Source: an optimization exercise on an open RTL-to-GDS flow (aim: small area, a short achievable clock period and few clock cycles per item). Production flows keep margins and buffers that such runs may drop. Only simulation tests tie the RTL to the original design; equivalence was not proved.

## JK
Design gtd_tone, start of the top module:
module gtd_tone (
    input  wire         clk,
    input  wire         rst,             
    input  wire [15:0]  cfg_n,
    input  wire [2:0]   cfg_nt,
    input  wire [17:0]  cfg_coeff0,
    input  wire [17:0]  cfg_coeff1,
    input  wire [17:0]  cfg_coeff2,
    input  wire [17:0]  cfg_coeff3,
    input  wire         cfg_line_src,
    input  wire         cfg_slice_inv,
    input  wire         in_valid,
    output wire         in_ready,
    input  wire [15:0]  in_sample,
    input  wire         clear,
    output reg          res_valid,
    output reg          res_kind,
    output reg  [1:0]   res_sym,
    output reg          res_level,
    output reg          res_level_valid,
    output wire [255:0] res_power
);
clock: 20.0 ns
lec_check: 0
abc_area: 1
cap_margin: 30
core_margin: 2
core_utilization: 36
place_density: 0.5
slew_margin: 30
run.sh (not shown) runs the stock make flow with config.mk's settings and CLKGATE_MAP_FILE= SYNTH_SCRIPT=/design/flow/synth_recipe.tcl, a recipe that flattens the netlist after the stock synthesis.
JK | stages: all done | timing, DRC, antenna: all pass
Testbench counts of JK, summed over its fixed seeds: cycles 11,792, samples 9,600.
[inputs] MS vs JK
==> flow/flow/run.sh (new file) <==
#!/bin/bash
set -euo pipefail
bash standard.sh SETUP_SLACK_MARGIN=14 MATCH_CELL_FOOTPRINT=0 cts > standard_cts.log 2>&1
bash standard.sh MATCH_CELL_FOOTPRINT=0 finish > standard_finish.log 2>&1
==> flow/standard.sh (new file) <==
#!/bin/bash
# synth_recipe.tcl (not shown) runs the flow's synth.tcl, then flattens the netlist and writes it again
# the make line also repeats each setting of config.mk as NAME=value (left out here)
make -C /OpenROAD-flow-scripts/flow DESIGN_CONFIG=/design/flow/config.mk WORK_HOME=/design/flow/orfs CLKGATE_MAP_FILE= SYNTH_SCRIPT=/design/flow/synth_recipe.tcl "${@:-finish}"
diff --git a/flow/config.mk b/flow/config.mk
--- a/flow/config.mk
+++ b/flow/config.mk
@@ -7,7 +7,7 @@
 export LEC_CHECK = 0
 export ABC_AREA = 1
-export CAP_MARGIN = 30
+export CAP_MARGIN = 20
 export CORE_MARGIN = 2
 export CORE_UTILIZATION = 36
 export PLACE_DENSITY = 0.5
-export SLEW_MARGIN = 30
+export SLEW_MARGIN = 20
removed: flow/run.sh
==> comparison <==
STATUS fmax: MS wins against JK
Worst setup slack after layout was higher in MS than in JK.
Compared MS vs JK, and worst path buffer plus inverter count is down in MS.
MS vs JK: pin count of the biggest net entering global routing down by a few percent
Taking JK as the reference, in MS number of flops mapped to enable cells by yosys has remained practically unchanged; worst hold margin has decreased.
Area of the core came out exactly the same in JK and MS.
Between JK and MS, the register area is higher for MS.
Input changes introduced in AL (baseline for comparison: MS):
==> flow/flow/run.sh <==
#!/bin/bash
set -euo pipefail
bash standard.sh SETUP_SLACK_MARGIN=13.5 MATCH_CELL_FOOTPRINT=0 finish > standard.log 2>&1
==> comparison <==
A termination of the worst setup path of res_level$_DFFE_PP_ is what MS shows, while s1_0[31]$_SDFFE_PP0P_ belongs to AL. Cell count is higher on MS. In the reports for MS and AL, the larger worst hold slack belongs to AL. AL ended up with a lower routing usage on met2 than MS did. Against MS, AL comes in 0.92% lower on routed wirelength normalized by instance count.
--- input diff AL..TR ---
diff --git a/flow/config.mk b/flow/config.mk
--- a/flow/config.mk
+++ b/flow/config.mk
@@ -7,7 +7,7 @@
 export LEC_CHECK = 0
 export ABC_AREA = 1
-export CAP_MARGIN = 20
+export CAP_MARGIN = 30
 export CORE_MARGIN = 2
 export CORE_UTILIZATION = 36
 export PLACE_DENSITY = 0.5
-export SLEW_MARGIN = 20
+export SLEW_MARGIN = 30
The core utilization of TR and that of AL are within noise of each other. Reported for AL and TR, synthesized-area fraction occupied by xor and xnor cells turned out identical to the last digit. Sort AL and TR by hold slack, ascending, and AL comes first. Going from AL to TR, overall routed net length saw little to no change; pre-CTS setup slack now sits higher; net total in the final layout now sits at about the same level; portion of the clock cycle consumed by the worst path in the final layout climbed 0.17 points. The global-route usage was comparable across AL and TR.

## rev 12
Starting RTL as in the previous note.
==> flow/config.mk <==
export PLATFORM = sky130hd
export DESIGN_NAME = gtd_tone
export DESIGN_NICKNAME = gtd_tone
export VERILOG_FILES = /design/flow/design.v
export SDC_FILE = /design/flow/constraint.sdc
export NUM_CORES = 4
export LEC_CHECK = 0
export ABC_AREA = 1
export CAP_MARGIN = 30
export CORE_MARGIN = 2
export CORE_UTILIZATION = 36
export PLACE_DENSITY = 0.5
export SLEW_MARGIN = 30
==> flow/constraint.sdc <==
create_clock -name core_clock -period 20.0 [get_ports {clk}]
set_input_delay 4.0000 -clock core_clock [delete_from_list [all_inputs] [get_ports {clk}]]
set_output_delay 4.0000 -clock core_clock [all_outputs]
set_load 0.01 [all_outputs]
standard.sh (not shown) runs the stock make flow with config.mk's settings and CLKGATE_MAP_FILE= SYNTH_SCRIPT=/design/flow/synth_recipe.tcl, a recipe that flattens the netlist after the stock synthesis.
==> flow/flow/run.sh <==
#!/bin/bash
set -euo pipefail
bash standard.sh SETUP_SLACK_MARGIN=14 MATCH_CELL_FOOTPRINT=0 cts > standard_cts.log 2>&1
bash standard.sh MATCH_CELL_FOOTPRINT=0 finish > standard_finish.log 2>&1
Rev 12 reached the end of the flow, and the finished layout is clean on the timing, design-rule and antenna checks.
Testbench counts of rev 12, summed over its fixed seeds: cycles 11,792, samples 9,600.
Modified inputs, rev 13 compared to rev 12
==> flow/flow/run.sh <==
#!/bin/bash
set -euo pipefail
bash standard.sh SETUP_SLACK_MARGIN=14 MATCH_CELL_FOOTPRINT=0 finish > standard.log 2>&1
--- outcome ---
Rev 12 was carried through to the last stage, and its layout satisfied the timing, design-rule and antenna checks.
Rev 13 completed end to end with timing, DRC and antenna clean.
Looking at sequential share of layout area, rev 13 sits 0.65 points lower than rev 12 does.
Changes observed in rev 13 relative to rev 12: area taken by flip-flops and latches higher.
Changes observed in rev 13 relative to rev 12: cell count now larger; critical path data arrival time now smaller; multi-input combinational cell count comparable; die width comparable.
Of the two values seen for destination of the critical timing path, s1_2[1] was produced by rev 13 and res_level by rev 12.
Rev 13 gives less number of filler instances in the final layout than rev 12 did.
Fmax | rev 13 vs rev 12 | rev 13 faster
The source of the critical timing path comes out smode_r in one run and cstep[3] in the other, namely in rev 13 and rev 12 respectively.

## separate check: timing with driven ports
In the flow no input, the clock included, has a driving cell. The finished layouts below were timed again as built, in two steps. Step 1: set_driving_cell puts a clkbuf_16 on clk and a buf_2 on each other input, an assumption about the parent block. Step 2 moves the port delays by t, midway between the first and last clock arrival at a register: inputs arrive t later, outputs are due t later. That takes back most of the time a late clock gives input paths. a / b / c = ideal ports / drivers / drivers and shift; a / b = the first two.
| run | t, ns | setup WS [ns] | hold slack, ns | clock arrival spread, ns | pins driven straight from the clock port |
|---|---|---|---|---|---|
| JK | 1.109 | 11.462 / 11.462 / 11.462 | 0.402 / 0.402 / 0.402 | 0.129 / 0.128 | 1 |
| MS | 1.127 | 13.505 / 13.505 / 12.847 | 0.321 / 0.321 / 0.321 | 0.183 / 0.184 | 1 |
| AL | 1.119 | 13.366 / 13.273 / 12.933 | 0.335 / 0.335 / 0.335 | 0.179 / 0.179 | 1 |
| TR | 1.115 | 13.331 / 13.303 / 13.125 | 0.395 / 0.395 / 0.395 | 0.172 / 0.171 | 1 |
| rev 12 | 1.109 | 13.396 / 13.396 / 12.838 | 0.386 / 0.386 / 0.386 | 0.165 / 0.165 | 1 |
| rev 13 | 1.111 | 13.718 / 13.718 / 12.874 | 0.393 / 0.393 / 0.393 | 0.161 / 0.161 | 1 |
After both steps every run listed still meets setup and hold. For rev 13, which loses most, drivers alone change the setup slack by 0.000 ns; drivers and shift together by -0.844 ns.
